Context: an optimization exercise on an open-source flow, tuned for small area. The choices shown serve that exercise and are no tape-out recipe.
RTL that was checked went through simulation tests only; none was proved equivalent to the original.
The RTL of runs 1 to 4, 6 and 7 was laid out without a check of its function.
Power figures rest on the tool's default switching activity, not on a simulated workload.

<file path="design.v">
module rfm70_init_rom (
    input  wire [4:0] entry,
    input  wire [3:0] idx,
    output reg  [7:0] entry_la,
    output reg  [5:0] entry_width,
    output reg  [7:0] rom_byte
);
    always @(*) begin
        if (entry < 5'd14) begin
            entry_la    = 8'h80 + {3'd0, entry};
            entry_width = 6'd4;
        end else if (entry == 5'd14) begin
            entry_la    = 8'h8E;
            entry_width = 6'd11;
        end else begin
            entry_la    = 8'h84;
            entry_width = 6'd4;
        end
    end
    always @(*) begin
        case ({entry, idx})
            {5'd0, 4'd0}: rom_byte = 8'h40;
            {5'd0, 4'd1}: rom_byte = 8'h4B;
            {5'd0, 4'd2}: rom_byte = 8'h01;
            {5'd0, 4'd3}: rom_byte = 8'hE2;
            {5'd1, 4'd0}: rom_byte = 8'hC0;
            {5'd1, 4'd1}: rom_byte = 8'h4B;
            {5'd2, 4'd0}: rom_byte = 8'hD0;
            {5'd2, 4'd1}: rom_byte = 8'hFC;
            {5'd2, 4'd2}: rom_byte = 8'h8C;
            {5'd2, 4'd3}: rom_byte = 8'h02;
            {5'd3, 4'd0}: rom_byte = 8'h99;
            {5'd3, 4'd2}: rom_byte = 8'h39;
            {5'd3, 4'd3}: rom_byte = 8'h41;
            {5'd4, 4'd0}: rom_byte = 8'hD9;
            {5'd4, 4'd1}: rom_byte = 8'h9E;
            {5'd4, 4'd2}: rom_byte = 8'h86;
            {5'd4, 4'd3}: rom_byte = 8'h0B;
            {5'd5, 4'd0}: rom_byte = 8'h24;
            {5'd5, 4'd1}: rom_byte = 8'h06;
            {5'd5, 4'd2}: rom_byte = 8'h7F;
            {5'd5, 4'd3}: rom_byte = 8'hA6;
            {5'd12, 4'd1}: rom_byte = 8'h73;
            {5'd12, 4'd2}: rom_byte = 8'h12;
            {5'd13, 4'd1}: rom_byte = 8'h80;
            {5'd13, 4'd2}: rom_byte = 8'hB4;
            {5'd13, 4'd3}: rom_byte = 8'h36;
            {5'd14, 4'd0}: rom_byte = 8'h41;
            {5'd14, 4'd1}: rom_byte = 8'h20;
            {5'd14, 4'd2}: rom_byte = 8'h08;
            {5'd14, 4'd3}: rom_byte = 8'h04;
            {5'd14, 4'd4}: rom_byte = 8'h81;
            {5'd14, 4'd5}: rom_byte = 8'h20;
            {5'd14, 4'd6}: rom_byte = 8'hCF;
            {5'd14, 4'd7}: rom_byte = 8'hF7;
            {5'd14, 4'd8}: rom_byte = 8'hFE;
            {5'd14, 4'd9}: rom_byte = 8'hFF;
            {5'd14, 4'd10}: rom_byte = 8'hFF;
            {5'd15, 4'd0}: rom_byte = 8'hDF;
            {5'd15, 4'd1}: rom_byte = 8'h9E;
            {5'd15, 4'd2}: rom_byte = 8'h86;
            {5'd15, 4'd3}: rom_byte = 8'h0B;
            {5'd16, 4'd0}: rom_byte = 8'hD9;
            {5'd16, 4'd1}: rom_byte = 8'h9E;
            {5'd16, 4'd2}: rom_byte = 8'h86;
            {5'd16, 4'd3}: rom_byte = 8'h0B;
            default: rom_byte = 8'h00;
        endcase
    end
endmodule
module rfm70_dispatch (
    input  wire        clk,
    input  wire        rst,
    input  wire [19:0] settle_cycles,
    input  wire        req_valid,
    output wire        req_ready,
    input  wire [3:0]  req_op,
    input  wire [7:0]  req_arg,
    input  wire [5:0]  req_len,
    output wire        rsp_valid,
    output wire [1:0]  rsp_err,
    output wire        rsp_has_status,
    output wire [7:0]  rsp_status,
    input  wire        buf_we,
    input  wire [4:0]  buf_addr,
    input  wire [7:0]  buf_wdata,
    output wire [7:0]  buf_rdata,
    output wire        spi_cs_n,
    output wire        spi_sck,
    output wire        spi_mosi,
    input  wire        spi_miso,
    input  wire        spi_fault,
    output reg         ce
);
    localparam OP_RREG   = 4'd0;
    localparam OP_WREG   = 4'd1;
    localparam OP_RRXPL  = 4'd2;
    localparam OP_WTXPL  = 4'd3;
    localparam OP_WTXNA  = 4'd4;
    localparam OP_WACK   = 4'd5;
    localparam OP_FLTX   = 4'd6;
    localparam OP_FLRX   = 4'd7;
    localparam OP_REUSE  = 4'd8;
    localparam OP_ACT    = 4'd9;
    localparam OP_RPLW   = 4'd10;
    localparam OP_NOP    = 4'd11;
    localparam OP_MODE   = 4'd12;
    localparam OP_SETPWR = 4'd13;
    localparam OP_INIT   = 4'd14;
    localparam E_OK        = 2'd0;
    localparam E_INVALID   = 2'd1;
    localparam E_TOO_LARGE = 2'd2;
    localparam E_TRANSPORT = 2'd3;
    localparam S_IDLE   = 3'd0;
    localparam S_RUN    = 3'd1;
    localparam S_XFER   = 3'd2;
    localparam S_HOLD   = 3'd3;
    localparam S_SETTLE = 3'd4;
    localparam S_RESP   = 3'd5;
    reg [2:0]  state;
    reg [19:0] cnt;
    reg [4:0]  pc;
    reg [3:0]  op_r;
    reg [7:0]  arg_r;
    reg [5:0]  len_r;
    reg [1:0]  err;
    reg        bank_known;
    reg        bank;
    reg [7:0]  sr;        
    reg [7:0]  status;    
    reg [7:0]  buf_mem [0:31];
    wire idle = (state == S_IDLE);
    wire xfer = (state == S_XFER);
    assign req_ready = idle;
    assign rsp_valid = (state == S_RESP);
    assign rsp_err   = err;
    assign rsp_status = status;
    assign rsp_has_status = (err == E_OK) && !(op_r == OP_SETPWR && arg_r[7:2] != 6'd0);
    assign spi_cs_n = !(xfer || state == S_HOLD);
    assign spi_sck  = xfer && cnt[1];
    wire [5:0]  pidx    = cnt[10:5];
    wire        is_cmd  = &cnt[10:5];
    wire [20:0] cnt_inc = {1'b0, cnt} + 21'd1;    
    wire        byte_end = xfer && (cnt[4:0] == 5'd31);
    wire [7:0] rom_la;
    wire [5:0] rom_width;
    wire [7:0] rom_byte;
    rfm70_init_rom u_rom (
        .entry       (pc),
        .idx         (pidx[3:0]),
        .entry_la    (rom_la),
        .entry_width (rom_width),
        .rom_byte    (rom_byte)
    );
    wire guarded = (op_r == OP_RREG) || (op_r == OP_WREG) || (op_r == OP_MODE) ||
                   (op_r == OP_SETPWR) || (op_r == OP_INIT);
    reg [7:0] la;
    reg       wr;
    reg [5:0] acc_len;
    always @(*) begin
        case (op_r)
            OP_MODE: begin
                la      = (pc < 5'd2) ? 8'h07 : 8'h00;
                wr      = (pc == 5'd1) || (pc == 5'd4);
                acc_len = 6'd1;
            end
            OP_SETPWR: begin
                la      = 8'h06;
                wr      = (pc == 5'd1);
                acc_len = 6'd1;
            end
            OP_INIT: begin
                la      = rom_la;
                wr      = 1'b1;
                acc_len = rom_width;
            end
            default: begin
                la      = arg_r;
                wr      = (op_r == OP_WREG);
                acc_len = len_r;
            end
        endcase
    end
    wire resolve = guarded && !bank_known;
    wire toggle  = guarded && bank_known && (bank != la[7]);
    wire mainx   = !resolve && !toggle;
    reg [7:0] cmd;
    reg [5:0] n_eff;
    always @(*) begin
        if (resolve) begin
            cmd = 8'h07; n_eff = 6'd1;
        end else if (toggle) begin
            cmd = 8'h50; n_eff = 6'd1;
        end else if (guarded) begin
            cmd = {2'b00, wr, la[4:0]}; n_eff = acc_len;
        end else begin
            n_eff = 6'd0;
            case (op_r)
                OP_RRXPL: begin cmd = 8'h61; n_eff = len_r; end
                OP_WTXPL: begin cmd = 8'hA0; n_eff = len_r; end
                OP_WTXNA: begin cmd = 8'hB0; n_eff = len_r; end
                OP_WACK:  begin cmd = {5'b10101, arg_r[2:0]}; n_eff = len_r; end
                OP_FLTX:  cmd = 8'hE1;
                OP_FLRX:  cmd = 8'hE2;
                OP_REUSE: cmd = 8'hE3;
                OP_ACT:   begin cmd = 8'h50; n_eff = 6'd1; end
                OP_RPLW:  begin cmd = 8'h60; n_eff = 6'd1; end
                default:  cmd = 8'hFF;
            endcase
        end
    end
    wire rx_buf = mainx && (op_r == OP_RREG || op_r == OP_RRXPL || op_r == OP_RPLW);
    wire [4:0] baddr = idle ? buf_addr : pidx[4:0];
    wire [7:0] bdata = buf_mem[baddr];
    wire       bwe   = idle ? buf_we : (byte_end && !is_cmd && rx_buf);
    wire [7:0] bwd   = idle ? buf_wdata : {sr[6:0], spi_miso};
    assign buf_rdata = bdata;
    reg [7:0] rmw;
    always @(*) begin
        if (op_r == OP_SETPWR)
            rmw = (sr & 8'hF9) | {5'd0, arg_r[1:0], 1'b0};
        else if (pc == 5'd1)
            rmw = sr;
        else case (arg_r[1:0])
            2'd0:    rmw = sr & 8'hFD;
            2'd1:    rmw = sr | 8'h02;
            2'd2:    rmw = sr | 8'h03;
            default: rmw = sr & 8'h02;
        endcase
    end
    reg [7:0] txbyte;
    always @(*) begin
        if (toggle)
            txbyte = 8'h53;
        else case (op_r)
            OP_ACT:              txbyte = arg_r;
            OP_MODE, OP_SETPWR:  txbyte = rmw;
            OP_INIT:             txbyte = rom_byte;
            default:             txbyte = bdata;
        endcase
    end
    wire [2:0] bitn = ~cnt[4:2];
    assign spi_mosi = is_cmd ? cmd[bitn] : sr[7];
    reg [1:0] chk;
    reg       la_def;
    reg [5:0] la_w;
    always @(*) begin
        la_def = (req_arg[6:5] == 2'b00) &&
                 (req_arg[7] ? (req_arg[4:0] <= 5'h0E) : (req_arg[4:0] <= 5'h1D));
        if (req_arg[7])
            la_w = (req_arg[4:0] == 5'h0E) ? 6'd11 : 6'd4;
        else if (req_arg[4:0] == 5'h0A || req_arg[4:0] == 5'h0B || req_arg[4:0] == 5'h10)
            la_w = 6'd5;
        else
            la_w = 6'd1;
        chk = E_OK;
        case (req_op)
            OP_RREG, OP_WREG: begin
                if (!la_def || req_len == 6'd0) chk = E_INVALID;
                else if (req_len > la_w)        chk = E_TOO_LARGE;
            end
            OP_RRXPL, OP_WTXPL, OP_WTXNA, OP_WACK: begin
                if ((req_op == OP_WACK && req_arg > 8'd5) || req_len == 6'd0) chk = E_INVALID;
                else if (req_len > 6'd32)                                     chk = E_TOO_LARGE;
            end
            4'd15:   chk = E_INVALID;
            default: chk = E_OK;
        endcase
    end
    reg respond, ce_step;
    always @(*) begin
        ce_step = 1'b0;
        case (op_r)
            OP_MODE: begin
                respond = (pc == 5'd6);
                ce_step = (pc == 5'd2) || (pc == 5'd5);
            end
            OP_SETPWR: respond = (arg_r[7:2] != 6'd0) || (pc == 5'd2);
            OP_INIT:   respond = (pc == 5'd17);
            default:   respond = (pc == 5'd1);
        endcase
        if (err != E_OK)
            respond = 1'b1;
    end
    always @(posedge clk) begin
        if (bwe)
            buf_mem[baddr] <= bwd;
        cnt <= cnt_inc[19:0];
        if (rst) begin
            state      <= S_IDLE;
            bank_known <= 1'b0;
            ce         <= 1'b0;
        end else begin
            case (state)
            S_IDLE: begin
                if (req_valid) begin
                    op_r  <= req_op;
                    arg_r <= req_arg;
                    len_r <= req_len;
                    err   <= chk;
                    pc    <= (req_op == OP_MODE && req_arg[1:0] != 2'd2) ? 5'd2 : 5'd0;
                    state <= S_RUN;
                end
            end
            S_RUN: begin
                if (respond) begin
                    state <= S_RESP;
                end else if (ce_step) begin
                    ce <= (pc == 5'd5) && arg_r[1];
                    pc <= pc + 5'd1;
                end else begin
                    cnt[10:0] <= {6'h3F, 5'd0};
                    state <= S_XFER;
                end
            end
            S_XFER: begin
                if (cnt[1:0] == 2'd3) begin
                    if (is_cmd) status <= {status[6:0], spi_miso};
                    else        sr     <= {sr[6:0], spi_miso};
                end
                if (cnt[4:0] == 5'd1 && !is_cmd)
                    sr <= txbyte;
                if (cnt[4:0] == 5'd31) begin
                    if (spi_fault) begin
                        err   <= E_TRANSPORT;
                        state <= S_HOLD;
                    end else if (cnt_inc[10:5] == n_eff) begin
                        state <= S_HOLD;
                        if (resolve) begin
                            bank_known <= 1'b1;
                            bank       <= sr[6];
                        end else if (toggle) begin
                            bank <= la[7];
                        end else begin
                            pc <= pc + 5'd1;
                        end
                    end
                end
            end
            S_HOLD: begin
                if (cnt[0]) begin
                    cnt   <= ~settle_cycles;      
                    state <= S_SETTLE;
                end
            end
            S_SETTLE: begin
                if (cnt_inc[20])
                    state <= S_RUN;
            end
            default: begin
                cnt   <= cnt_inc[19:0];
                state <= S_IDLE;
            end
            endcase
        end
    end
endmodule
</file>
<file path="run.sh">
#!/bin/bash
# synth_recipe.tcl (not shown) runs the flow's synth.tcl, then flattens the netlist and writes it again
# the make line also repeats each setting of config.mk as NAME=value (left out here)
make -C /OpenROAD-flow-scripts/flow DESIGN_CONFIG=/design/flow/config.mk WORK_HOME=/design/flow/orfs CLKGATE_MAP_FILE= SYNTH_SCRIPT=/design/flow/synth_recipe.tcl finish
</file>
<file path="config.mk">
export PLATFORM = sky130hd
export DESIGN_NAME = rfm70_dispatch
export DESIGN_NICKNAME = rfm70_dispatch
export VERILOG_FILES = /design/flow/design.v
export SDC_FILE = /design/flow/constraint.sdc
export NUM_CORES = 4
export LEC_CHECK = 0
export ABC_AREA = 1
export CAP_MARGIN = 20
export CORE_MARGIN = 2
export CORE_UTILIZATION = 40
export CTS_BUF_LIST = sky130_fd_sc_hd__clkbuf_8
export CTS_CLUSTER_SIZE = 30
export SLEW_MARGIN = 20
</file>
<file path="constraint.sdc">
create_clock -name core_clock -period 10.0 [get_ports {clk}]
set_input_delay 2.0000 -clock core_clock [delete_from_list [all_inputs] [get_ports {clk}]]
set_output_delay 2.0000 -clock core_clock [all_outputs]
set_load 0.01 [all_outputs]
</file>
==> out/qor.csv, run 1 <==
metric;value;unit
status;timing/DRC/antenna clean;
Flop pwr share;34.4;%
Worst setup EP type;primary output;
Worst setup SP type;input port;
dpl ws;2.73;ns
number of top-level pins;82;
cells taking the most area after synthesis;edfxtp_1 (58%), nand2_1 (12%), nor2_1 (3.9%), dfxtp_1 (3.3%), a22oi_1 (3.2%);
ys async rst share;0;%
final-report hold violation count;0;
worst setup margin;2.72;ns
Max Cap Violations;0;
share of cells above drive strength 1;7.27;%
Slew @ Worst Pin;0.912;ns
largest net degree at the start of global routing;43;
post-synth top area cell;edfxtp_1;
syn avg cell area;9.79;um2
clk_skew;0.0457;ns
Final GP Congestion;0.896;
reg-to-reg critical path startpoint;state[2]$_SDFFE_PP0P_;
cell row count;71;
Core Area;0.0378;mm2
Synthesized Nets;1644;
RSZ-0062 raised after global routing;false;
DR iter-0 viols;1141;
Die H;200;um
YS warnings;2;
DP HPWL;29900;um
Data required, critical path;8.00;ns
Routed WL;43500;um
LEAKAGE;6.77;nW
crit path kind;input port to primary output;
initial antenna violation count;1;
CTS Buffer Depth;3;
CP Launch Point;buf_addr[0];
First-pass DRT Iterations;5;
post-route ant nets;0;
largest stage delay on the critical path;0.75;ns
Mapped Cells;1572;
Max Clock Freq;137;MHz
Post-synth EDFFs;298;
cell area after synthesis;0.0154;mm2
Setup Viol. Count Final;0;
crit-path cells;clkdlybuf4s50_1, o21ai_0, nor2_4, buf_4, nand2_1, nand4_1, nand2_1, nand2_1, nor2_1, nand2_2, clkdlybuf4s50_1;
Num CTS Buffers;53;
I/O Buffers;81;
number of setup buffers added after CTS;0;
Sw Share;45.0;%
Final period util;72.8;%
CTS resizes;0;
H-tree Lvls;2;
die area;0.0401;mm2
chip width;200;um
global-route wire length before repair;66900;um
CP Max Fanout;36;
GRT overflow;0;
combinational fraction of design power;46.9;%
Crit path max-delay family;buffers and inverters;
Starting Density;40.8;%
worst hold path class;flip-flop to flip-flop;
Psw;2.56;mW
flop2flop setup slack;5.86;ns
register area share after synthesis;61.4;%
P per Cell Area;322;mW/mm2
Ant. Diodes;0;
Final TNS setup;0;ns
post-route DRC violation count;0;
top-area cell type share of the netlist area;58.2;%
vias in the first global route;11500;
Slowest cell on crit path;nor2_4;
Slew Limit Fails;0;
via count;11900;
Buffers & Inverters on Critical Path;3;
aggregate global-route resource usage;21.5;%
Crit path arrival time;5.28;ns
vias per std cell;5.37;
Clock Latency Late Sink;0.66;ns
CTS tree;built;
Primary FF master, synth;edfxtp_1;
Avg WL per Cell;19.6;um
Layout Utilization;46.8;%
HP Start;status[6]$_DFFE_PP_;
clock sink count;323;
synthesis-stage register bit count;323;
Area growth syn-to-layout;14.7;%
Worst slew margin;39.0;%
root buffer cell;clkbuf_8;
Most common cell on crit path;nand2_1;
post-synth cell types;48;
Worst-path clk slew;0.05;ns
maximum VDD drop;0.155;mV
Final min period;7.28;ns
internal power;3.12;mW
Clk pwr share;18.7;%
hold_buf cts;0;
Final nets;1743;
## per-layer routing
metal	routed length, um	vias up	track usage [%]	part of all wire [%]
met5	0	-	0	0
li1	-	5637	-	-
met3	3240	83	3.95	7.4
met4	1190	0	7.62	2.7
met2	19100	447	32.3	44
met1	20000	5737	31.2	46
## power groups by stage
stage               Clock (mW)  Sequential, mW  Combinational, mW
finish                    1.06            1.95               2.66
global route              1.14            1.97               2.92
CTS                       1.09            1.96               2.65
detailed placement           0            1.98               2.64
global placement             0            1.98               2.63
floorplan                    0            1.93               1.66
## flip-flops by register name (all words and copies together), names as in the netlist
register	flops
bank	1
pc	5
cnt	20
state	3
sr	8
err	2
arg_r	8
bank_known	1
op_r	4
len_r	6
buf_mem	256
status	8
ce	1
## cells by family after synthesis
family | count (synthesis) | synth area share (%)
fa+ha+maj | 15 | 1.22
xor+xnor | 16 | 0.911
simple gates | 840 | 23.2
flops | 323 | 61.4
buf+inv | 178 | 4.85
compound gates | 200 | 8.45
## cells in the final DEF (no fill, tap or decap), drive strengths merged, types with 2 or more instances in the layout
cell type,netlist,routed
o41ai,2,2
nand4,52,52
o21ai,60,60
nor2,164,164
clkinv,3,19
nor3,32,32
a22oi,65,65
a221oi,4,4
clkbuf,9,53
o21a,2,2
a31oi,4,4
o211ai,9,9
buf,39,11
nand3,69,69
clkdlybuf4s50,0,81
o31ai,4,4
nand2,508,508
edfxtp,298,298
or2,8,8
inv,127,147
and3,2,2
o22ai,6,6
nor3b,2,2
dfxtp,25,25
xor2,15,15
ha,15,15
o311ai,2,2
a21oi,38,38
## area by class of cell
class                      count  area (um2)
clock buffer                  53         729
sequential                   323        9450
inverter                     130         493
tap                          511         639
multi-input combinational   1071        5250
fill                        3547       20100
timing repair buffer          92         893
clock inverter                37         205
## stage by stage
step	hold WS, ns	cells	total power, mW	cell area, um2
after detailed placement	0.442	2127	4.63	16700
after CTS	0.454	2217	5.70	17600
after global placement	0.435	2127	4.61	16700
after floorplan	0.499	1572	3.59	15400
after global routing	0.467	2217	6.03	17700
final	0.450	2217	5.68	17700
## synth_stat cells (all sizes together), types with 6 or more instances
| cell | instances |
|---|---|
| nand2 | 508 |
| edfxtp | 298 |
| nor2 | 164 |
| inv | 127 |
| nand3 | 69 |
| a22oi | 65 |
| o21ai | 60 |
| nand4 | 52 |
| buf | 39 |
| a21oi | 38 |
| nor3 | 32 |
| dfxtp | 25 |
| ha | 15 |
| xor2 | 15 |
| clkbuf | 9 |
| o211ai | 9 |
| or2 | 8 |
| o22ai | 6 |
## worst paths after layout
kind | endpoint | depth (start not counted)
min | status[7]$_DFFE_PP_ | 0
min reg2reg | status[7]$_DFFE_PP_ | 0
max reg2reg | buf_mem[27][6]$_DFFE_PP_ | 7
max | buf_rdata[1] | 11
==> run 2: changes to the inputs <==
--- a/config.mk
+++ b/config.mk
@@ -9,6 +9,5 @@
 export CAP_MARGIN = 20
 export CORE_MARGIN = 2
 export CORE_UTILIZATION = 40
-export CTS_BUF_LIST = sky130_fd_sc_hd__clkbuf_8
-export CTS_CLUSTER_SIZE = 30
+export CTS_BUF_LIST = sky130_fd_sc_hd__clkbuf_4
 export SLEW_MARGIN = 20
==> run 2 against run 1 <==
Maximum frequency is 0.11% higher. Area after synthesis stayed put. Die area stayed put. Highest routed layer unchanged.
==> out/qor.csv, run 2 <==
metric;value;unit
status;timing/DRC/antenna clean;
RSZ-0062 raised after global routing;false;
chip width;200;um
DP HPWL;29900;um
Worst-path clk slew;0.07;ns
max reg flops;256;
Data required, critical path;8.00;ns
Critical R2R Capture;buf_mem[27][4]$_DFFE_PP_;
Post-synth EDFFs;298;
Min-Delay Path Depth;0;
Max Cap Violations;0;
YS warnings;2;
CTS resizes;0;
Worst setup EP type;primary output;
GRT overflow;0;
LEAKAGE;6.88;nW
Fillers;3553;
largest net degree at the start of global routing;43;
root buffer cell;clkbuf_4;
Worst slew margin;36.5;%
synthesis-stage register bit count;323;
ys async rst share;0;%
Num CTS Buffers;86;
worst setup margin;2.72;ns
worst hold path class;flip-flop to flip-flop;
cell area after synthesis;0.0154;mm2
Top Registers;buf_mem x256, cnt x20;
R2R depth;7;
die area;0.0401;mm2
most flop-heavy register;buf_mem;
aggregate global-route resource usage;21.6;%
post-route DRC violation count;0;
clock sink count;323;
Avg WL per Cell;19.1;um
vias in the first global route;11800;
top-area cell type share of the netlist area;58.2;%
First-pass DRT Iterations;5;
Area growth syn-to-layout;15.8;%
P per Cell Area;325;mW/mm2
DR iter-0 viols;1175;
Clock Latency Late Sink;0.78;ns
Core Area;0.0378;mm2
Primary FF master, synth;edfxtp_1;
Final TNS setup;0;ns
clk_skew;0.0871;ns
Hold Path End;status[3]$_DFFE_PP_;
initial antenna violation count;2;
vias per std cell;5.31;
number of setup buffers added after CTS;0;
post-synth top area cell;edfxtp_1;
number of top-level pins;82;
dpl ws;2.73;ns
hold_buf cts;0;
HP Start;status[2]$_DFFE_PP_;
Routed WL;43600;um
Slew Limit Fails;0;
via count;12100;
area of the multi-input gates;0.00525;mm2
Starting Density;40.8;%
post-synth cell types;48;
smallest hold slack;0.439;ns
Setup Viol. Count Final;0;
post-route ant nets;0;
Final period util;72.8;%
Post-synth top cells;nand2_1 (501), edfxtp_1 (298), nor2_1 (161);
Final nets;1776;
register area share after synthesis;61.4;%
cell row count;71;
Slew @ Worst Pin;0.949;ns
Register Area;0.00945;mm2
Crit path arrival time;5.28;ns
Synthesized Nets;1644;
share of cells above drive strength 1;11.1;%
count leader, synth;nand2_1;
syn avg cell area;9.79;um2
CTS Buffer Depth;3;
flop2flop setup slack;5.84;ns
reg-to-reg critical path startpoint;state[2]$_SDFFE_PP0P_;
final-report hold violation count;0;
global-route wire length before repair;67100;um
Worst setup SP type;input port;
Final GP Congestion;0.896;
crit path kind;input port to primary output;
maximum VDD drop;0.165;mV
most frequent cells in the layout;nand2_1 (497), edfxtp_1 (298), nor2_1 (156);
Mapped Cells;1572;
H-tree Lvls;3;
Final min period;7.28;ns
Max Clock Freq;137;MHz
Die H;200;um
CTS tree;built;
CP Max Fanout;36;
I/O Buffers;81;
commonest non-fill, non-tap cell in the layout;nand2_1;
cells taking the most area after synthesis;edfxtp_1 (58%), nand2_1 (12%), nor2_1 (3.9%), dfxtp_1 (3.3%), a22oi_1 (3.2%);
==> run 2: worst max path at each step <==
| stage | slack (ns) | to | startpoint |
|---|---|---|---|
| after floorplan | 4.86 | buf_rdata[2] | buf_addr[0] |
| after global placement | 2.73 | buf_rdata[1] | buf_addr[0] |
| after detailed placement | 2.73 | buf_rdata[1] | buf_addr[0] |
| after CTS | 2.71 | buf_rdata[1] | buf_addr[0] |
| after global routing | 2.56 | buf_rdata[7] | buf_addr[0] |
| final | 2.72 | buf_rdata[1] | buf_addr[0] |
==> run 2: area by class of cell <==
| cell class | count | area share, % |
|---|---|---|
| well taps | 511 | 3.59 |
| repair buffers | 92 | 5.01 |
| flip-flops and latches | 323 | 53.0 |
| multi-input cells | 1071 | 29.4 |
| inverters | 130 | 2.77 |
| clock inverters | 24 | 0.899 |
| diodes | 1 | 0.0140 |
| clock buffers | 125 | 5.27 |
==> run 2: stage by stage <==
stage / instance area (um2) / power (mW) / util, % / cells
3_3_place_gp: 16700 / 4.61 / 44.3 / 2127
4_1_cts: 17800 / 5.81 / 47.2 / 2276
6_report: 17800 / 5.79 / 47.2 / 2277
3_5_place_dp: 16700 / 4.63 / 44.3 / 2127
5_1_grt: 17800 / 6.16 / 47.2 / 2277
2_1_floorplan: 15400 / 3.59 / - / 1572
==> run 2: power breakdown <==
part / switching [mW] / internal (mW) / total, mW
Combinational: 1.91 / 0.752 / 2.66
Sequential: 0.105 / 1.85 / 1.95
Clock: 0.550 / 0.625 / 1.18
Total: 2.56 / 3.22 / 5.79
==> run 2: kinds of logic (layout without fill, tap and decap cells) <==
logic type,after synthesis,in the layout,share of synthesized area (%)
AOI/OAI and AO/OA,200,200,8.45
xor gates and xnor gates,16,16,0.911
adders and majority gates,15,15,1.22
buffers and inverters,178,371,4.85
DFF,323,323,61.4
other,0,1,0
and+or+nand+nor,840,840,23.2
==> run 2: layer usage <==
layer	GRT usage, %	vias up	wire length [um]
li1	-	5759	-
met1	30.8	5770	20000
met2	32.5	464	19200
met3	4.44	91	3210
met4	8.24	0	1210
met5	0	-	0
==> run 2: worst max-delay path, cell delays in order <==
cell and delay [ns]:
clkdlybuf4s50_1 0.49, o21ai_0 0.23, nor2_4 0.75, buf_4 0.52, nand2_1 0.09, nand4_1 0.10
nand2_1 0.07, nand2_1 0.19, nor2_1 0.07, nand2_2 0.15, clkdlybuf4s50_1 0.56
==> run 3: changes to the inputs <==
==> flow/run.sh (new file) <==
#!/bin/bash
# Own layout flow: the standard layout (standard.sh, ORFS), with
#  - an area-oriented ABC script for the combinational mapping (the
#    registers are mapped by the same dfflibmap step as the standard
#    synthesis, so they keep their names and cell types),
#  - the smallest buffer on each port,
#  - a clock tree of small clock buffers without dummy loads.
# Every tool's output goes to a log file of its own in this folder.
set -euo pipefail
W=$(pwd)
rm -rf "$W/scripts_own"
cp -r "$FLOW_HOME/scripts" "$W/scripts_own"
cp "$W/flow/abc_area.script" "$W/scripts_own/abc_area.script"
CTS="-sink_clustering_enable -repair_clock_nets -dont_use_dummy_load -buf_list sky130_fd_sc_hd__clkbuf_8 -sink_clustering_size 30"
bash standard.sh \
  SCRIPTS_DIR="$W/scripts_own" \
  BUFFER_PORTS_ARGS="-buffer_cell sky130_fd_sc_hd__buf_1" \
  CTS_ARGS="$CTS" \
  finish > "$W/flow_make.log" 2>&1
==> flow/abc_area.script (new file) <==
strash
dch -f
map -a
strash
dch -f
map -a
strash
dch -f
map -a
topo
==> standard.sh (new file) <==
#!/bin/bash
# synth_recipe.tcl (not shown) runs the flow's synth.tcl, then flattens the netlist and writes it again
# the make line also repeats each setting of config.mk as NAME=value (left out here)
make -C /OpenROAD-flow-scripts/flow DESIGN_CONFIG=/design/flow/config.mk WORK_HOME=/design/flow/orfs CLKGATE_MAP_FILE= SYNTH_SCRIPT=/design/flow/synth_recipe.tcl "${@:-finish}"
--- a/config.mk
+++ b/config.mk
@@ -9,5 +9,4 @@
 export CAP_MARGIN = 20
 export CORE_MARGIN = 2
 export CORE_UTILIZATION = 40
-export CTS_BUF_LIST = sky130_fd_sc_hd__clkbuf_4
 export SLEW_MARGIN = 20
removed: run.sh
==> run 3 against run 2 <==
Maximum frequency is 3.0% higher. Sequential cell count stayed put. Cell count is 19% lower. Count of clock-buffer cells in the layout is 71 lower. Global-route usage is 1.2 points higher. Register-to-register slack worse by 0.93 ns. Non-clock buffer count is 7 higher. Clock power is 21% lower. Largest power group unchanged.
==> out/qor.csv, run 3 <==
metric;value;unit
Final GP Congestion;0.899;
ys async rst share;0;%
Num CTS Buffers;54;
syn avg cell area;11.6;um2
count leader, synth;edfxtp_1;
via count;10900;
worst hold path class;flip-flop to flip-flop;
status;timing/DRC/antenna clean;
First-pass DRT Iterations;6;
most frequent cells in the layout;edfxtp_1 (298), nor2_1 (155), clkinv_1 (133);
Max Clock Freq;142;MHz
reg-to-reg critical path startpoint;op_r[1]$_DFFE_PP_;
post-synth top area cell;edfxtp_1;
Final TNS setup;0;ns
Critical R2R Capture;pc[2]$_SDFFCE_PN0P_;
Core Area;0.0353;mm2
R2R depth;16;
number of top-level pins;82;
maximum VDD drop;0.141;mV
Finished Cell Area;0.0160;mm2
GRT overflow;0;
initial antenna violation count;0;
cells taking the most area after synthesis;edfxtp_1 (63%), a22oi_1 (7.0%), nor2_1 (4.2%), a21oi_1 (3.9%), dfxtp_1 (3.5%);
CTS resizes;0;
Crit path arrival time;5.07;ns
hold_buf cts;0;
H-tree Lvls;2;
CTS tree;built;
most flop-heavy register;buf_mem;
Slew Limit Fails;0;
Top Registers;buf_mem x256, cnt x20;
number of setup buffers added after CTS;0;
Data required, critical path;8.00;ns
Routed WL;42100;um
Worst setup EP type;primary output;
Primary FF master, synth;edfxtp_1;
root buffer cell;clkbuf_8;
chip width;192;um
final-report hold violation count;0;
HP Start;status[0]$_DFFE_PP_;
Avg WL per Cell;22.9;um
Post-synth EDFFs;298;
global-route wire length before repair;63000;um
largest net degree at the start of global routing;40;
Setup Viol. Count Final;0;
dpl ws;2.95;ns
Slew @ Worst Pin;1.06;ns
Tot Pwr;4.91;mW
clock sink count;323;
post-route DRC violation count;0;
Hold Path End;status[1]$_DFFE_PP_;
register area share after synthesis;66.5;%
crit path kind;input port to primary output;
Final min period;7.07;ns
vias in the first global route;10300;
CP Max Fanout;39;
top-area cell type share of the netlist area;63.0;%
post-synth cell types;36;
die area;0.0370;mm2
Worst-path clk slew;0.05;ns
Clock Latency Late Sink;0.60;ns
Die H;192;um
P per Cell Area;306;mW/mm2
CP Launch Point;buf_addr[0];
Min-Delay Path Depth;0;
I/O Buffers;81;
Synthesized Nets;1299;
Mapped Cells;1227;
flop2flop setup slack;4.91;ns
worst setup margin;2.93;ns
Fillers;3246;
max reg flops;256;
DR iter-0 viols;1034;
Final period util;70.7;%
YS warnings;2;
Area growth syn-to-layout;13.0;%
Ant. Diodes;0;
placed cell areas;0.0153;mm2
Worst setup SP type;input port;
clk_skew;0.0524;ns
Post-synth top cells;edfxtp_1 (298), nor2_1 (160), clkinv_1 (133);
cell area after synthesis;0.0142;mm2
Max Cap Violations;0;
Final nets;1454;
cell row count;69;
Starting Density;40.2;%
post-route ant nets;0;
CTS Buffer Depth;3;
synthesis-stage register bit count;323;
RSZ-0062 raised after global routing;false;
commonest non-fill, non-tap cell in the layout;edfxtp_1;
vias per std cell;5.92;
Worst slew margin;29.3;%
LEAKAGE;5.02;nW
DP HPWL;29800;um
share of cells above drive strength 1;6.59;%
aggregate global-route resource usage;22.8;%
run 3: cell types whose count changed in the layout (fill, tap and decap cells not counted), moves of 22 or more:
cell / previous run / this run
nand4_1: 52 / 12
clkinv_1: 19 / 133
clkdlybuf4s50_1: 81 / 0
nor4_1: 0 / 22
nand3_1: 69 / 24
nand2_1: 497 / 108
a21oi_1: 38 / 112
clkbuf_8: 0 / 54
clkbuf_4: 125 / 0
a22oi_1: 65 / 132
buf_1: 0 / 81
inv_1: 117 / 0
run 3: worst max-delay path by stage:
stage / endpoint / slack, ns / cells past startpoint
finish: buf_rdata[7] / 2.93 / 11
global route: buf_rdata[7] / 2.71 / 11
CTS: buf_rdata[7] / 2.95 / 11
detailed placement: buf_rdata[7] / 2.95 / 11
global placement: buf_rdata[7] / 2.95 / 11
floorplan: buf_rdata[2] / 2.96 / 8
run 3: per-layer routing:
layer	GRT usage, %	routed length (um)	part of all wire [%]	vias up
li1	-	-	-	4956
met5	0	0	0	-
met3	3.71	2870	6.8	98
met4	9.84	1630	3.9	0
met1	29.7	17200	41	5321
met2	37.9	20400	48	530
run 3: layout make-up:
cell class,count,area [um2],area share [%]
Sequential cell,323,9450,58.9
Multi-Input combinational cell,771,4340,27.1
Clock buffer,54,743,4.63
Tap cell,461,577,3.59
Inverter,133,499,3.11
Timing Repair Buffer,99,437,2.72
run 3: per-stage QoR:
| stage | instances | utilization, % | hold slack [ns] |
|---|---|---|---|
| CTS | 1840 | 45.4 | 0.421 |
| floorplan | 1227 | - | 0.457 |
| global placement | 1786 | 43.3 | 0.431 |
| global route | 1841 | 45.4 | 0.443 |
| finish | 1841 | 45.4 | 0.432 |
| detailed placement | 1786 | 43.3 | 0.440 |
run 3: cell families after synthesis:
| family | synth area share (%) |
|---|---|
| compound gates | 16.8 |
| xor+xnor | 0.801 |
| fa+ha+maj | 1.32 |
| buf+inv | 3.51 |
| flops | 66.5 |
| mux | 0.0705 |
| simple gates | 10.9 |
run 3: critical path, cell delays in order:
cell and delay (ns):
buf_1 0.07, nand2_1 0.05, o21ai_0 0.29, clkinv_1 0.33, nor2_4 0.85, buf_4 0.47, a22oi_1 0.11, a21oi_1 0.29
a2111oi_0 0.14, nand2_1 0.23, buf_1 0.18
run 3: power by group:
part,total [mW],internal [mW],switching [mW]
Combinational,2.07,0.521,1.54
Clock,0.937,0.472,0.465
Sequential,1.90,1.82,0.0878
Total,4.91,2.81,2.10
==> run 4: changes to the inputs <==
--- a/flow/run.sh
+++ b/flow/run.sh
@@ -11,7 +11,7 @@
 rm -rf "$W/scripts_own"
 cp -r "$FLOW_HOME/scripts" "$W/scripts_own"
 cp "$W/flow/abc_area.script" "$W/scripts_own/abc_area.script"
-CTS="-sink_clustering_enable -repair_clock_nets -dont_use_dummy_load -buf_list sky130_fd_sc_hd__clkbuf_8 -sink_clustering_size 30"
+CTS="-sink_clustering_enable -repair_clock_nets -dont_use_dummy_load -buf_list sky130_fd_sc_hd__clkbuf_4 -root_buf sky130_fd_sc_hd__clkbuf_16 -sink_clustering_size 20"
 bash standard.sh \
   SCRIPTS_DIR="$W/scripts_own" \
   BUFFER_PORTS_ARGS="-buffer_cell sky130_fd_sc_hd__buf_1" \
==> run 4 against run 3 <==
Sequential share of layout area fell by 0.16 points. Sequential cell count did not move. Sequential power barely moved. First-iteration DRC count rose by 2.9%. Maximum frequency fell by 0.25%. Setup slack got worse by 0.017 ns. Critical path depth did not move. Still clean.
==> out/qor.csv, run 4 <==
metric;value;unit
Fillers;3290;
commonest non-fill, non-tap cell in the layout;edfxtp_1;
RSZ-0062 raised after global routing;false;
die area;0.0370;mm2
CTS resizes;0;
GR met1 Demand/Resource;29.4;%
DP HPWL;29800;um
Top Registers;buf_mem x256, cnt x20;
Max Cap Violations;0;
max reg flops;256;
aggregate global-route resource usage;23.2;%
YS warnings;2;
crit path kind;input port to primary output;
vias in the first global route;10600;
global-route wire length before repair;63600;um
Data required, critical path;8.00;ns
clock sink count;323;
count leader, synth;edfxtp_1;
syn avg cell area;11.6;um2
Buffers & Inverters on Critical Path;4;
Critical R2R Capture;pc[2]$_SDFFCE_PN0P_;
final-report hold violation count;0;
CP Max Fanout;39;
Worst setup SP type;input port;
Final min period;7.08;ns
Mapped Cells;1227;
cells taking the most area after synthesis;edfxtp_1 (63%), a22oi_1 (7.0%), nor2_1 (4.2%), a21oi_1 (3.9%), dfxtp_1 (3.5%);
Slew Limit Fails;0;
Ant. Diodes;0;
met2 GRT Util;37.7;%
LEAKAGE;5.09;nW
Primary FF master, synth;edfxtp_1;
CTS tree;built;
Final TNS setup;0;ns
Avg WL per Cell;22.8;um
Tot Pwr;4.97;mW
most flop-heavy register;buf_mem;
CP Launch Point;buf_addr[0];
Final nets;1484;
post-route ant nets;0;
Worst-path clk slew;0.06;ns
Slowest cell on crit path;nor2_4;
crit-path cells;buf_1, nand2_1, o21ai_0, clkinv_1, nor2_4, buf_4, a22oi_1, a21oi_1, a2111oi_0, nand2_1, buf_1;
Clock Latency Late Sink;0.54;ns
cell row count;69;
initial antenna violation count;0;
Worst slew margin;28.0;%
H-tree Lvls;3;
vias per std cell;5.88;
number of setup buffers added after CTS;0;
number of top-level pins;82;
Register Area;0.00945;mm2
Die H;192;um
post-synth top area cell;edfxtp_1;
Slew @ Worst Pin;1.08;ns
post-route DRC violation count;0;
Routed WL;42600;um
maximum VDD drop;0.134;mV
hold_buf cts;0;
via count;11000;
most frequent cells in the layout;edfxtp_1 (298), nor2_1 (155), clkinv_1 (133);
flop2flop setup slack;4.95;ns
Post-synth top cells;edfxtp_1 (298), nor2_1 (160), clkinv_1 (133);
Final period util;70.8;%
Crit path max-delay family;simple AND/OR/NAND/NOR gates;
CP endpoint;buf_rdata[7];
reg-to-reg critical path startpoint;op_r[1]$_DFFE_PP_;
First-pass DRT Iterations;5;
Final GP Congestion;0.899;
ys async rst share;0;%
CTS Buffer Depth;3;
Setup Viol. Count Final;0;
largest net degree at the start of global routing;40;
status;timing/DRC/antenna clean;
Synthesized Nets;1299;
post-synth cell types;36;
GRT overflow;0;
Crit path arrival time;5.08;ns
area of the multi-input gates;0.00434;mm2
synthesis-stage register bit count;323;
Num CTS Buffers;84;
Finished Cell Area;0.0161;mm2
P per Cell Area;309;mW/mm2
chip width;192;um
share of cells above drive strength 1;8.58;%
cell area after synthesis;0.0142;mm2
Starting Density;40.2;%
Area growth syn-to-layout;13.3;%
Max Clock Freq;141;MHz
root buffer cell;clkbuf_16;
largest stage delay on the critical path;0.88;ns
WP depth;11;
Core Area;0.0353;mm2
R2R depth;16;
met3 usage;4.69;%
Post-synth EDFFs;298;
worst hold path class;flip-flop to flip-flop;
register area share after synthesis;66.5;%
clk_skew;0.0384;ns
Worst setup EP type;primary output;
top-area cell type share of the netlist area;63.0;%
placed cell areas;0.0153;mm2
GRT busiest layer;met2;
I/O Buffers;81;
DR iter-0 viols;1064;
-- run 4: cell type report --
type,count,area share [%]
Clock buffer,84,4.90
Inverter,133,3.10
Multi-Input combinational cell,771,27.0
Sequential cell,323,58.7
Tap cell,461,3.58
Timing Repair Buffer,99,2.71
-- run 4: worst min path at each step --
stage / start / to / cells past startpoint
2_1_floorplan: bank_known$_SDFFE_PP0P_ / bank_known$_SDFFE_PP0P_ / 2
4_1_cts: status[4]$_DFFE_PP_ / status[5]$_DFFE_PP_ / 0
3_3_place_gp: status[1]$_DFFE_PP_ / status[2]$_DFFE_PP_ / 0
5_1_grt: status[5]$_DFFE_PP_ / status[6]$_DFFE_PP_ / 0
6_report: status[1]$_DFFE_PP_ / status[2]$_DFFE_PP_ / 0
3_5_place_dp: status[1]$_DFFE_PP_ / status[2]$_DFFE_PP_ / 0
-- run 4: metrics by stage --
stage / hold slack (ns) / cells / worst slack (ns) / utilization, %
2_1_floorplan: 0.457 / 1227 / 2.96 / -
3_3_place_gp: 0.431 / 1786 / 2.95 / 43.3
3_5_place_dp: 0.440 / 1786 / 2.95 / 43.3
4_1_cts: 0.455 / 1870 / 2.95 / 45.5
5_1_grt: 0.465 / 1871 / 2.70 / 45.6
6_report: 0.452 / 1871 / 2.92 / 45.6
-- run 4: power by group --
part / internal (mW) / switching (mW) / total (mW) / leakage (nW)
combinational: 0.521 / 1.56 / 2.08 / 1.73
sequential: 1.81 / 0.0871 / 1.90 / 2.91
clock: 0.502 / 0.487 / 0.989 / 0.456
total: 2.84 / 2.13 / 4.97 / 5.09
-- run 4: cell families (layout without fill, tap and decap cells) --
family | count (synthesis) | count (layout) | share of synthesized area, %
simple gates | 367 | 367 | 10.9
fa+ha+maj | 15 | 15 | 1.32
xor+xnor | 13 | 13 | 0.801
buf+inv | 133 | 316 | 3.51
mux | 1 | 1 | 0.0705
flops | 323 | 323 | 66.5
compound gates | 375 | 375 | 16.8
-- run 4: layer usage --
| layer | vias to the layer above | part of all wire (%) |
|---|---|---|
| met2 | 500 | 48 |
| met4 | 0 | 4.6 |
| met5 | - | 0 |
| met1 | 5333 | 41 |
| li1 | 5055 | - |
| met3 | 108 | 6.9 |
==> run 5: changes to the inputs <==
--- a/design.v
+++ b/design.v
@@ -140,7 +140,7 @@
     assign spi_sck  = xfer && cnt[1];
     wire [5:0]  pidx    = cnt[10:5];
     wire        is_cmd  = &cnt[10:5];
-    wire [20:0] cnt_inc = {1'b0, cnt} + 21'd1;    
+    wire [19:0] cnt_inc = cnt + 20'd1;
     wire        byte_end = xfer && (cnt[4:0] == 5'd31);
     wire [7:0] rom_la;
     wire [5:0] rom_width;
@@ -285,7 +285,6 @@
     always @(posedge clk) begin
         if (bwe)
             buf_mem[baddr] <= bwd;
-        cnt <= cnt_inc[19:0];
         if (rst) begin
             state      <= S_IDLE;
             bank_known <= 1'b0;
@@ -309,11 +308,12 @@
                     ce <= (pc == 5'd5) && arg_r[1];
                     pc <= pc + 5'd1;
                 end else begin
-                    cnt[10:0] <= {6'h3F, 5'd0};
+                    cnt   <= {9'd0, 6'h3F, 5'd0};
                     state <= S_XFER;
                 end
             end
             S_XFER: begin
+                cnt <= cnt_inc;
                 if (cnt[1:0] == 2'd3) begin
                     if (is_cmd) status <= {status[6:0], spi_miso};
                     else        sr     <= {sr[6:0], spi_miso};
@@ -338,19 +338,18 @@
                 end
             end
             S_HOLD: begin
+                cnt <= cnt_inc;
                 if (cnt[0]) begin
-                    cnt   <= ~settle_cycles;      
+                    cnt   <= 20'd0;
                     state <= S_SETTLE;
                 end
             end
             S_SETTLE: begin
-                if (cnt_inc[20])
+                cnt <= cnt_inc;
+                if (cnt == settle_cycles)
                     state <= S_RUN;
             end
-            default: begin
-                cnt   <= cnt_inc[19:0];
-                state <= S_IDLE;
-            end
+            default: state <= S_IDLE;
             endcase
         end
     end
==> run.sh (new file) <==
#!/bin/bash
# synth_recipe.tcl (not shown) runs the flow's synth.tcl, then flattens the netlist and writes it again
# the make line also repeats each setting of config.mk as NAME=value (left out here)
make -C /OpenROAD-flow-scripts/flow DESIGN_CONFIG=/design/flow/config.mk WORK_HOME=/design/flow/orfs CLKGATE_MAP_FILE= SYNTH_SCRIPT=/design/flow/synth_recipe.tcl finish
removed: flow/run.sh
removed: flow/abc_area.script
removed: standard.sh
==> run 5 against run 4 <==
Critical endpoint is now buf_rdata[3]. Sequential share of layout area down 5.9 points. Utilization grew 1.6 points. Register-to-register slack better by 1.0 ns. Count of clock-buffer cells in the layout shrank 40. Worst hold slack hardly changed. Still clean. Largest cell class unchanged. Clock power rose by 33%. Total power increased by 18%. Die area rose by 11%. Highest routed layer is now met5. Via count rose by 8.2%.
==> out/qor.csv, run 5 <==
metric;value;unit
Worst-path clk slew;0.05;ns
via count;11900;
most flop-heavy register;buf_mem;
CP Launch Point;buf_addr[1];
Crit path arrival time;5.11;ns
chip width;202;um
post-synth cell types;56;
hold_buf cts;0;
Placed Instances;2112;
largest stage delay on the critical path;0.60;ns
clk_skew;0.0166;ns
Slew @ Worst Pin;0.966;ns
DR iter-0 viols;1286;
Primary FF master, synth;edfxtp_1;
Post-synth top cells;nand2_1 (451), edfxtp_1 (318), nor2_1 (159);
global-route wire length before repair;68000;um
cell row count;72;
Die H;202;um
largest net degree at the start of global routing;66;
top-area cell type share of the netlist area;60.7;%
number of setup buffers added after CTS;0;
I/O Buffers;81;
CP Max Fanout;45;
Final TNS setup;0;ns
post-route ant nets;0;
Final period util;71.1;%
Slew Limit Fails;0;
placed cell areas;0.0171;mm2
P per Cell Area;320;mW/mm2
Ant. Diodes;0;
Data required, critical path;8.00;ns
crit path kind;input port to primary output;
Tot Pwr;5.84;mW
worst setup margin;2.89;ns
share of cells above drive strength 1;7.85;%
DP HPWL;30100;um
worst hold path class;flip-flop to flip-flop;
synthesis-stage register bit count;323;
clock sink count;323;
register area share after synthesis;61.3;%
Worst setup SP type;input port;
Post-synth EDFFs;318;
Top Registers;buf_mem x256, cnt x20;
die area;0.0410;mm2
LEAKAGE;6.73;nW
Slowest cell on crit path;nor2_4;
Fillers;3557;
cells taking the most area after synthesis;edfxtp_1 (61%), nand2_1 (11%), nor2_1 (3.8%), a22oi_1 (3.5%), inv_1 (2.9%);
GRT overflow;0;
Routed WL;44500;um
number of top-level pins;82;
CTS resizes;0;
Adder-Cell Fraction of Synth Area;1.27;%
Setup Viol. Count Final;0;
max reg flops;256;
Area growth syn-to-layout;16.0;%
commonest non-fill, non-tap cell in the layout;nand2_1;
Num CTS Buffers;38;
CTS tree;built;
Max Clock Freq;141;MHz
Final nets;1707;
Crit path max-delay family;buffers and inverters;
Max Cap Violations;0;
vias in the first global route;11300;
aggregate global-route resource usage;21.8;%
ys async rst share;0;%
RSZ-0062 raised after global routing;false;
met1 WL;20400;um
post-synthesis compound-gate area fraction;8.94;%
post-synth top area cell;edfxtp_1;
reg-to-reg critical path startpoint;state[2]$_SDFFE_PP0P_;
YS warnings;2;
HP Start;status[6]$_DFFE_PP_;
most frequent cells in the layout;nand2_1 (448), edfxtp_1 (318), nor2_1 (155);
met2 WL;19600;um
dpl ws;2.92;ns
post-route DRC violation count;0;
Buffers & Inverters on Critical Path;3;
Worst setup EP type;primary output;
Mapped Cells;1546;
Starting Density;40.6;%
count leader, synth;nand2_1;
Avg WL per Cell;20.5;um
initial antenna violation count;1;
root buffer cell;clkbuf_16;
Finished Cell Area;0.0183;mm2
Clock Latency Late Sink;0.56;ns
maximum VDD drop;0.203;mV
main combinational cell family by area after synthesis;simple AND/OR/NAND/NOR gates;
CTS Buffer Depth;3;
Layout Utilization;47.1;%
cell area after synthesis;0.0157;mm2
final-report hold violation count;0;
syn avg cell area;10.2;um2
Final min period;7.11;ns
H-tree Lvls;2;
Final GP Congestion;0.898;
Worst slew margin;35.2;%
proportion of synthesized area in mux cells;0;%
Most common cell on crit path;nand2_1;
Max Used Layer;met5;
vias per std cell;5.48;
XOR/XNOR Fraction of Synth Area;1.28;%
Synth Area in Simple Gates;22.3;%
WL met3;3530;um
smallest hold slack;0.451;ns
crit-path cells;clkdlybuf4s50_1, nand2_1, nand2_1, nor2_4, buf_4, a22oi_1, nand2_1, nand2_1, nand2_1, nor2_1, nand3_1, clkdlybuf4s50_1;
First-pass DRT Iterations;7;
Synthesized Nets;1619;
final non-filler cell total;2173;
status;timing/DRC/antenna clean;
Core Area;0.0387;mm2
==> run 5: cell type report <==
cell class | count | area (um2) | share of cell area [%]
Clock buffer | 44 | 973 | 5.33
Timing Repair Buffer | 94 | 908 | 4.97
Inverter | 134 | 513 | 2.81
Sequential cell | 323 | 9650 | 52.8
Clock inverter | 17 | 191 | 1.05
Tap cell | 518 | 648 | 3.55
Multi-Input combinational cell | 1043 | 5380 | 29.5
==> run 5: path summary, 6_finish.rpt <==
| path | endpoint | slack, ns | depth (start not counted) |
|---|---|---|---|
| hold / removal | status[7]$_DFFE_PP_ | 0.45 | 0 |
| setup / recovery | buf_rdata[3] | 2.89 | 12 |
| hold reg to reg | status[7]$_DFFE_PP_ | 0.45 | 0 |
| setup reg to reg | buf_mem[26][2]$_DFFE_PP_ | 5.96 | 7 |
==> run 5: power breakdown <==
group	internal, mW	switching [mW]	total (mW)
Sequential	1.87	0.0974	1.96
Clock	0.776	0.547	1.32
Combinational	0.717	1.84	2.56
Total	3.36	2.48	5.84
==> run 5: worst reg2reg max path: stages (launching register included) <==
cell and delay [ns]:
dfxtp_1 0.53, inv_2 0.08, nand2_2 0.46, o21ai_2 0.19, nor2_4 0.48, buf_4 0.61, nand2_1 0.49, nor2_1 0.82
==> run 5: metal layers <==
metal | vias up | track usage (%)
met2 | 503 | 32.2
met4 | 2 | 6.47
met5 | - | 0
li1 | 5595 | -
met3 | 67 | 3.87
met1 | 5736 | 32.6
==> run 5: kinds of logic after synthesis <==
group                    Yosys count
buffers and inverters            180
flip-flops                       323
adder cells (fa/ha/maj)           16
AO/OA/AOI/OAI                    206
XOR/XNOR                          23
AND/OR/NAND/NOR                  798
==> run 6: changes to the inputs <==
--- a/design.v
+++ b/design.v
@@ -140,7 +140,7 @@
     assign spi_sck  = xfer && cnt[1];
     wire [5:0]  pidx    = cnt[10:5];
     wire        is_cmd  = &cnt[10:5];
-    wire [19:0] cnt_inc = cnt + 20'd1;
+    wire [20:0] cnt_inc = {1'b0, cnt} + 21'd1;    
     wire        byte_end = xfer && (cnt[4:0] == 5'd31);
     wire [7:0] rom_la;
     wire [5:0] rom_width;
@@ -285,6 +285,7 @@
     always @(posedge clk) begin
         if (bwe)
             buf_mem[baddr] <= bwd;
+        cnt <= cnt_inc[19:0];
         if (rst) begin
             state      <= S_IDLE;
             bank_known <= 1'b0;
@@ -308,12 +309,11 @@
                     ce <= (pc == 5'd5) && arg_r[1];
                     pc <= pc + 5'd1;
                 end else begin
-                    cnt   <= {9'd0, 6'h3F, 5'd0};
+                    cnt[10:0] <= {6'h3F, 5'd0};
                     state <= S_XFER;
                 end
             end
             S_XFER: begin
-                cnt <= cnt_inc;
                 if (cnt[1:0] == 2'd3) begin
                     if (is_cmd) status <= {status[6:0], spi_miso};
                     else        sr     <= {sr[6:0], spi_miso};
@@ -338,18 +338,19 @@
                 end
             end
             S_HOLD: begin
-                cnt <= cnt_inc;
                 if (cnt[0]) begin
-                    cnt   <= 20'd0;
+                    cnt   <= ~settle_cycles;      
                     state <= S_SETTLE;
                 end
             end
             S_SETTLE: begin
-                cnt <= cnt_inc;
-                if (cnt == settle_cycles)
+                if (cnt_inc[20])
                     state <= S_RUN;
             end
-            default: state <= S_IDLE;
+            default: begin
+                cnt   <= cnt_inc[19:0];
+                state <= S_IDLE;
+            end
             endcase
         end
     end
==> flow/run.sh (new file) <==
#!/bin/bash
# Own layout flow: the standard layout (standard.sh, ORFS) with
#  - an area-oriented ABC script for the combinational mapping: each
#    script in flow/abc/ is tried on the standard synthesis and the one
#    giving the smallest netlist is kept (the registers are mapped by the
#    same dfflibmap step before ABC runs, so they keep the standard
#    synthesis's names and cell types whatever the script),
#  - the smallest buffer on each port,
#  - a clock tree of a few large clock buffers without dummy loads.
# Each tool run's output goes to a log file of its own in this folder.
set -euo pipefail
W=$(pwd)
rm -rf "$W/scripts_own"
cp -r "$FLOW_HOME/scripts" "$W/scripts_own"

best=""; best_area=""
for f in "$W"/flow/abc/*.script; do
  s=$(basename "$f" .script)
  cp "$f" "$W/scripts_own/abc_area.script"
  rm -rf "$W/orfs"
  if bash standard.sh SCRIPTS_DIR="$W/scripts_own" synth > "$W/synth_try_$s.log" 2>&1; then
    a=$(grep -o "Chip area for module '.rfm70_dispatch': [0-9.]*" \
          "$W"/orfs/reports/*/rfm70_dispatch/base/synth_stat.txt | awk '{print $NF}')
    echo "abc script $s: area $a" >> "$W/synth_tries.log"
    if [[ -n "$a" ]] && { [[ -z "$best_area" ]] || awk -v a="$a" -v b="$best_area" 'BEGIN{exit !(a<b)}'; }; then
      best=$s; best_area=$a
    fi
  else
    echo "abc script $s: failed" >> "$W/synth_tries.log"
  fi
done
echo "chosen: $best ($best_area)" >> "$W/synth_tries.log"
cp "$W/flow/abc/$best.script" "$W/scripts_own/abc_area.script"
rm -rf "$W/orfs"

CTS="-sink_clustering_enable -repair_clock_nets -dont_use_dummy_load"
CTS="$CTS -buf_list sky130_fd_sc_hd__clkbuf_16 -sink_clustering_size 30 -sink_clustering_max_diameter 100"
bash standard.sh \
  SCRIPTS_DIR="$W/scripts_own" \
  BUFFER_PORTS_ARGS="-buffer_cell sky130_fd_sc_hd__buf_1" \
  CTS_ARGS="$CTS" \
  finish > "$W/flow_make.log" 2>&1
==> flow/abc/b3.script (new file) <==
strash
dch -f
map -a
strash
dch -f
map -a
strash
dch -f
map -a
topo
==> flow/abc/c1.script (new file) <==
strash
dch -f
map -a
strash
dch -f
map -a
strash
dch -f
map -a
strash
dch -f
map -a
strash
dch -f
map -a
topo
==> flow/abc/c4.script (new file) <==
strash
dch -f
map -a
strash
dch -f
map -a
strash
dch -f
map -a
strash
dch -f
amap
topo
==> flow/abc/c5.script (new file) <==
strash
ifraig
scorr
dc2
strash
dch -f
map -a
strash
dch -f
map -a
strash
dch -f
map -a
topo
==> flow/abc/d3.script (new file) <==
strash
dch -f
map -a
strash
dch -f
map -a
strash
dch -f
map -a
strash
dch -f
map -a
strash
dch -f
map -a
strash
dch -f
map -a
strash
dch -f
amap
topo
==> standard.sh (new file) <==
#!/bin/bash
# synth_recipe.tcl (not shown) runs the flow's synth.tcl, then flattens the netlist and writes it again
# the make line also repeats each setting of config.mk as NAME=value (left out here)
make -C /OpenROAD-flow-scripts/flow DESIGN_CONFIG=/design/flow/config.mk WORK_HOME=/design/flow/orfs CLKGATE_MAP_FILE= SYNTH_SCRIPT=/design/flow/synth_recipe.tcl "${@:-finish}"
removed: run.sh
==> run 6 against run 5 <==
Still clean on timing, DRC and antenna. Setup slack worse by 0.40 ns. Sequential power is essentially flat. Worst hold slack worse by 0.015 ns. Synthesized cell count down 28%. Combinational power shrank 11%. Non-clock buffer count shrank 1. Clock power is about 50% lower. Critical path type is now flip-flop to primary output. Critical endpoint is now buf_rdata[7]. Largest power group unchanged. Highest routed layer is now met4.
==> out/qor.csv, run 6 <==
metric;value;unit
root buffer cell;clkbuf_16;
I/O Buffers;81;
CP Max Fanout;33;
crit path kind;flip-flop to primary output;
RSZ-0062 raised after global routing;false;
Max Clock Freq;133;MHz
Slew Limit Fails;0;
DR iter-0 viols;1083;
max reg flops;256;
Ant. Diodes;0;
Post-synth EDFFs;298;
Worst setup EP type;primary output;
Most common cell on crit path;clkinv_1;
Clock Latency Late Sink;0.52;ns
final-report hold violation count;0;
cell area after synthesis;0.0140;mm2
Final GP Congestion;0.920;
clk_skew;0.0810;ns
Max Cap Violations;0;
most frequent cells in the layout;edfxtp_1 (298), nor2_1 (147), clkinv_1 (86);
LEAKAGE;4.63;nW
post-route DRC violation count;0;
initial antenna violation count;0;
commonest non-fill, non-tap cell in the layout;edfxtp_1;
Buffers & Inverters on Critical Path;7;
Layout Utilization;44.6;%
largest stage delay on the critical path;0.59;ns
Slew @ Worst Pin;1.01;ns
Starting Density;40.6;%
Num CTS Buffers;15;
Die H;191;um
worst hold path class;flip-flop to flip-flop;
Final TNS setup;0;ns
die area;0.0366;mm2
status;timing/DRC/antenna clean;
CTS resizes;0;
CP Launch Point;state[0]$_SDFFE_PP0P_;
Final period util;75.1;%
Routed WL;39700;um
aggregate global-route resource usage;21.6;%
Final min period;7.51;ns
maximum VDD drop;0.219;mV
Worst-path clk slew;0.10;ns
Slowest cell on crit path;clkinv_1;
Avg WL per Cell;23.8;um
Post-synth top cells;edfxtp_1 (298), nor2_1 (149), clkinv_1 (88);
CTS tree;built;
post-route ant nets;0;
most flop-heavy register;buf_mem;
Mapped Cells;1109;
Worst setup SP type;flip-flop;
ys async rst share;0;%
Worst slew margin;32.5;%
Final nets;1291;
crit-path cells;or2_0, nor2_1, buf_4, clkinv_1, o22ai_1, clkinv_1, nand2_1, inv_2, buf_4, a22o_1, a221oi_1, o22a_1, nor4b_1, clkinv_1, buf_1;
H-tree Lvls;1;
Synthesized Nets;1181;
YS warnings;2;
cell row count;68;
CTS Buffer Depth;3;
global-route wire length before repair;60000;um
syn avg cell area;12.6;um2
Fillers;3277;
hold_buf cts;0;
reg-to-reg critical path startpoint;op_r[0]$_DFFE_PP_;
HP Start;status[1]$_DFFE_PP_;
number of setup buffers added after CTS;0;
DP HPWL;27100;um
vias per std cell;6.12;
post-synth top area cell;edfxtp_1;
register area share after synthesis;67.4;%
chip width;191;um
post-synth cell types;49;
Setup Viol. Count Final;0;
Core Area;0.0345;mm2
clock sink count;323;
cells taking the most area after synthesis;edfxtp_1 (64%), nor2_1 (4.0%), dfxtp_1 (3.6%), a221oi_1 (3.4%), a22o_1 (3.2%);
P per Cell Area;319;mW/mm2
largest net degree at the start of global routing;66;
Crit path arrival time;5.51;ns
share of cells above drive strength 1;3.12;%
synthesis-stage register bit count;323;
Top Registers;buf_mem x256, cnt x20;
First-pass DRT Iterations;5;
via count;10200;
top-area cell type share of the netlist area;63.8;%
vias in the first global route;9678;
count leader, synth;edfxtp_1;
Crit path max-delay family;buffers and inverters;
Data required, critical path;8.00;ns
Area growth syn-to-layout;9.87;%
GRT overflow;0;
Primary FF master, synth;edfxtp_1;
number of top-level pins;82;
## run 6: changes by cell type in the layout (fill, tap and decap cells not counted), moves of 20 or more
cell | previous run | this run
dfxtp_1 | 5 | 25
a22o_1 | 0 | 52
a22oi_1 | 73 | 24
clkinv_1 | 9 | 86
edfxtp_1 | 318 | 298
inv_1 | 120 | 0
o22ai_1 | 8 | 42
nand4_1 | 51 | 7
buf_1 | 0 | 81
clkbuf_16 | 38 | 15
clkdlybuf4s50_1 | 81 | 0
nand3_1 | 56 | 31
nand2_1 | 448 | 55
a221oi_1 | 8 | 55
## run 6: worst paths after layout
kind,endpoint,slack [ns],cells after the start
worst max-delay path,buf_rdata[7],2.49,15
worst min-delay path,status[2]$_DFFE_PP_,0.44,0
worst max register to register,state[1]$_SDFFE_PP0P_,4.26,15
worst min register to register,status[2]$_DFFE_PP_,0.44,0
## run 6: routing by layer
layer  track usage, %  vias up  routed length [um]
met2             34.0      404               18500
met1             31.8     5107               17700
met3             2.57       46                2450
li1                 -     4668                   -
met5                0        -                   0
met4             5.80        0                1060
## run 6: final cells by class
type,instances,area [um2],share of cell area [%]
inverter,88,330,2.14
timing repair buffer,93,407,2.64
multi-input combinational,698,4270,27.7
tap,455,569,3.70
sequential,323,9450,61.4
clock buffer,15,375,2.44
## run 6: kinds of logic (layout without fill, tap and decap cells)
| logic type | after synthesis | after routing | synth area share, % |
|---|---|---|---|
| XOR/XNOR | 1 | 1 | 0.0625 |
| buffers and inverters | 88 | 196 | 2.36 |
| adder cells (fa/ha/maj) | 15 | 15 | 1.34 |
| AO/OA/AOI/OAI | 352 | 352 | 18.3 |
| AND/OR/NAND/NOR | 330 | 330 | 10.6 |
| flip-flops | 323 | 323 | 67.4 |
## run 6: report_power, final
part | total (mW) | internal (mW) | switching, mW | leakage (nW)
combinational | 2.28 | 0.654 | 1.63 | 1.55
sequential | 1.97 | 1.87 | 0.0955 | 2.89
clock | 0.659 | 0.272 | 0.387 | 0.185
## run 6: per-stage QoR
stage          cells  hold slack (ns)  area, um2  power (mW)  setup slack, ns
3_5_place_dp    1657            0.438      15000        4.27             2.82
5_1_grt         1672            0.462      15400        5.17             2.10
3_3_place_gp    1657            0.436      15000        4.25             2.84
6_report        1672            0.437      15400        4.91             2.49
2_1_floorplan   1109            0.468      14000        3.32             2.81
4_1_cts         1672            0.454      15400        4.92             2.52
==> run 7: changes to the inputs <==
--- a/config.mk
+++ b/config.mk
@@ -8,5 +8,6 @@
 export ABC_AREA = 1
 export CAP_MARGIN = 20
 export CORE_MARGIN = 2
-export CORE_UTILIZATION = 40
+export CORE_UTILIZATION = 55
+export PLACE_DENSITY = 0.7
 export SLEW_MARGIN = 20
==> run 7 against run 6 <==
Clock power hardly changed. Critical endpoint is now buf_rdata[0]. Maximum frequency is 6.2% higher. Routed wire length is 3.1% lower. Total power is 1.8% lower. Sequential power hardly changed. Count of clock-buffer cells in the layout stayed put. Synthesized cell count stayed put. Register-to-register slack better by 0.03 ns. Largest power group unchanged. Sequential cell count stayed put. Final area is 1.1% lower.
==> out/qor.csv, run 7 <==
metric;value;unit
flop2flop setup slack;4.29;ns
P per Cell Area;317;mW/mm2
synthesis-stage register bit count;323;
post-synth top area cell;edfxtp_1;
max reg flops;256;
most flop-heavy register;buf_mem;
cells taking the most area after synthesis;edfxtp_1 (64%), nor2_1 (4.0%), dfxtp_1 (3.6%), a221oi_1 (3.4%), a22o_1 (3.2%);
CTS resizes;0;
top-area cell type share of the netlist area;63.8;%
CTS Buffer Depth;3;
count leader, synth;edfxtp_1;
Post-synth top cells;edfxtp_1 (298), nor2_1 (149), clkinv_1 (88);
vias per std cell;6.74;
Final GP Congestion;0.950;
post-route DRC violation count;0;
status;timing/DRC/antenna clean;
Slew Limit Fails;0;
RSZ-0062 raised after global routing;false;
Final TNS setup;0;ns
Worst-path clk slew;0.10;ns
Crit path max-delay family;buffers and inverters;
H-tree Lvls;1;
global-route wire length before repair;57400;um
number of setup buffers added after CTS;0;
Finished Cell Area;0.0152;mm2
Setup Viol. Count Final;0;
post-synth cell types;49;
Data required, critical path;8.00;ns
crit-path cells;or2_0, nor2_1, clkinv_1, o22ai_1, clkinv_1, nand2_1, inv_2, buf_4, a22o_1, a221oi_1, o22ai_1, nor4_1, clkinv_1, buf_1;
Worst slew margin;28.0;%
clk_skew;0.0431;ns
clock sink count;323;
Final min period;7.07;ns
Final period util;70.7;%
ys async rst share;0;%
placed cell areas;0.0148;mm2
First-pass DRT Iterations;5;
cell row count;58;
syn avg cell area;12.6;um2
worst hold path class;flip-flop to flip-flop;
HP Start;status[5]$_DFFE_PP_;
WP depth;14;
register area share after synthesis;67.4;%
chip width;164;um
Clock Latency Late Sink;0.51;ns
root buffer cell;clkbuf_16;
cell area after synthesis;0.0140;mm2
Fillers;2033;
vias in the first global route;9406;
final non-filler cell total;1546;
DR iter-0 viols;1458;
Primary FF master, synth;edfxtp_1;
Die H;164;um
number of top-level pins;82;
Slowest cell on crit path;clkinv_1;
Final nets;1290;
LEAKAGE;4.62;nW
Mapped Cells;1109;
Synthesized Nets;1181;
largest stage delay on the critical path;0.59;ns
Max Clock Freq;141;MHz
Min-Delay Path Depth;0;
die area;0.0268;mm2
dpl ws;3.04;ns
DP HPWL;26300;um
CTS tree;built;
reg-to-reg critical path startpoint;op_r[0]$_DFFE_PP_;
largest net degree at the start of global routing;65;
Routed WL;38500;um
Placed Instances;1531;
Max Cap Violations;0;
crit path kind;flip-flop to primary output;
Avg WL per Cell;24.9;um
Top Registers;buf_mem x256, cnt x20;
R2R depth;15;
GRT overflow;0;
worst setup margin;2.93;ns
hold_buf cts;0;
Buffers & Inverters on Critical Path;6;
Starting Density;55.8;%
maximum VDD drop;0.209;mV
Most common cell on crit path;clkinv_1;
CP Max Fanout;50;
Core Area;0.0251;mm2
post-route ant nets;0;
initial antenna violation count;0;
Ant. Diodes;0;
Area growth syn-to-layout;8.62;%
YS warnings;2;
final-report hold violation count;0;
Post-synth EDFFs;298;
aggregate global-route resource usage;28.7;%
Worst setup EP type;primary output;
Tot Pwr;4.82;mW
via count;10400;
commonest non-fill, non-tap cell in the layout;edfxtp_1;
most frequent cells in the layout;edfxtp_1 (298), nor2_1 (147), clkinv_1 (86);
smallest hold slack;0.460;ns
Worst setup SP type;flip-flop;
CP Launch Point;state[0]$_SDFFE_PP0P_;
Num CTS Buffers;15;
Layout Utilization;60.6;%
share of cells above drive strength 1;2.96;%
Crit path arrival time;5.07;ns
Slew @ Worst Pin;1.07;ns
I/O Buffers;81;
[run 7: cell counts after synthesis]
No cell type changed its count.
[run 7: worst register-to-register path: cells and delay by family (launching register included)]
| kind | cells | cell delay [ns] |
|---|---|---|
| simple gates | 4 | 1.05 |
| compound gates | 8 | 3.24 |
| buf+inv | 3 | 0.81 |
| flops | 1 | 0.55 |
[run 7: path summary, 6_finish.rpt]
check / endpoint
worst max-delay path: buf_rdata[0]
worst min-delay path: status[6]$_DFFE_PP_
worst max register to register: state[1]$_SDFFE_PP0P_
worst min register to register: status[6]$_DFFE_PP_
[run 7: cell families after synthesis]
kind of cell	Yosys count	share of synthesized area, %
compound gates	352	18.3
xor+xnor	1	0.0625
fa+ha+maj	15	1.34
buf+inv	88	2.36
flops	323	67.4
simple gates	330	10.6
[run 7: layer usage]
| layer | global-route usage, % | wire length, um | up-vias |
|---|---|---|---|
| li1 | - | - | 4689 |
| met1 | 45.7 | 16900 | 5085 |
| met2 | 41.9 | 17000 | 591 |
| met3 | 3.53 | 3680 | 48 |
| met4 | 6.62 | 828 | 2 |
| met5 | 2.84 | 99 | - |
[run 7: cell type report]
class / instances / area, um2 / share of cell area [%]
clock buffer: 15 / 375 / 2.47
inverter: 88 / 330 / 2.17
multi-input combinational: 698 / 4270 / 28.0
sequential: 323 / 9450 / 62.1
tap: 330 / 413 / 2.71
timing repair buffer: 92 / 387 / 2.54
[run 7: power breakdown]
part | internal [mW] | switching (mW)
clock network | 0.272 | 0.388
logic | 0.638 | 1.55
registers | 1.87 | 0.0960

Check on run 7: ideal ports give 2.928 ns setup slack; a clkbuf_16 on the clock port and buf_2 on the inputs give 2.876 ns; moving port delays by the midpoint clock arrival (0.541 ns) as well gives 3.004 ns.
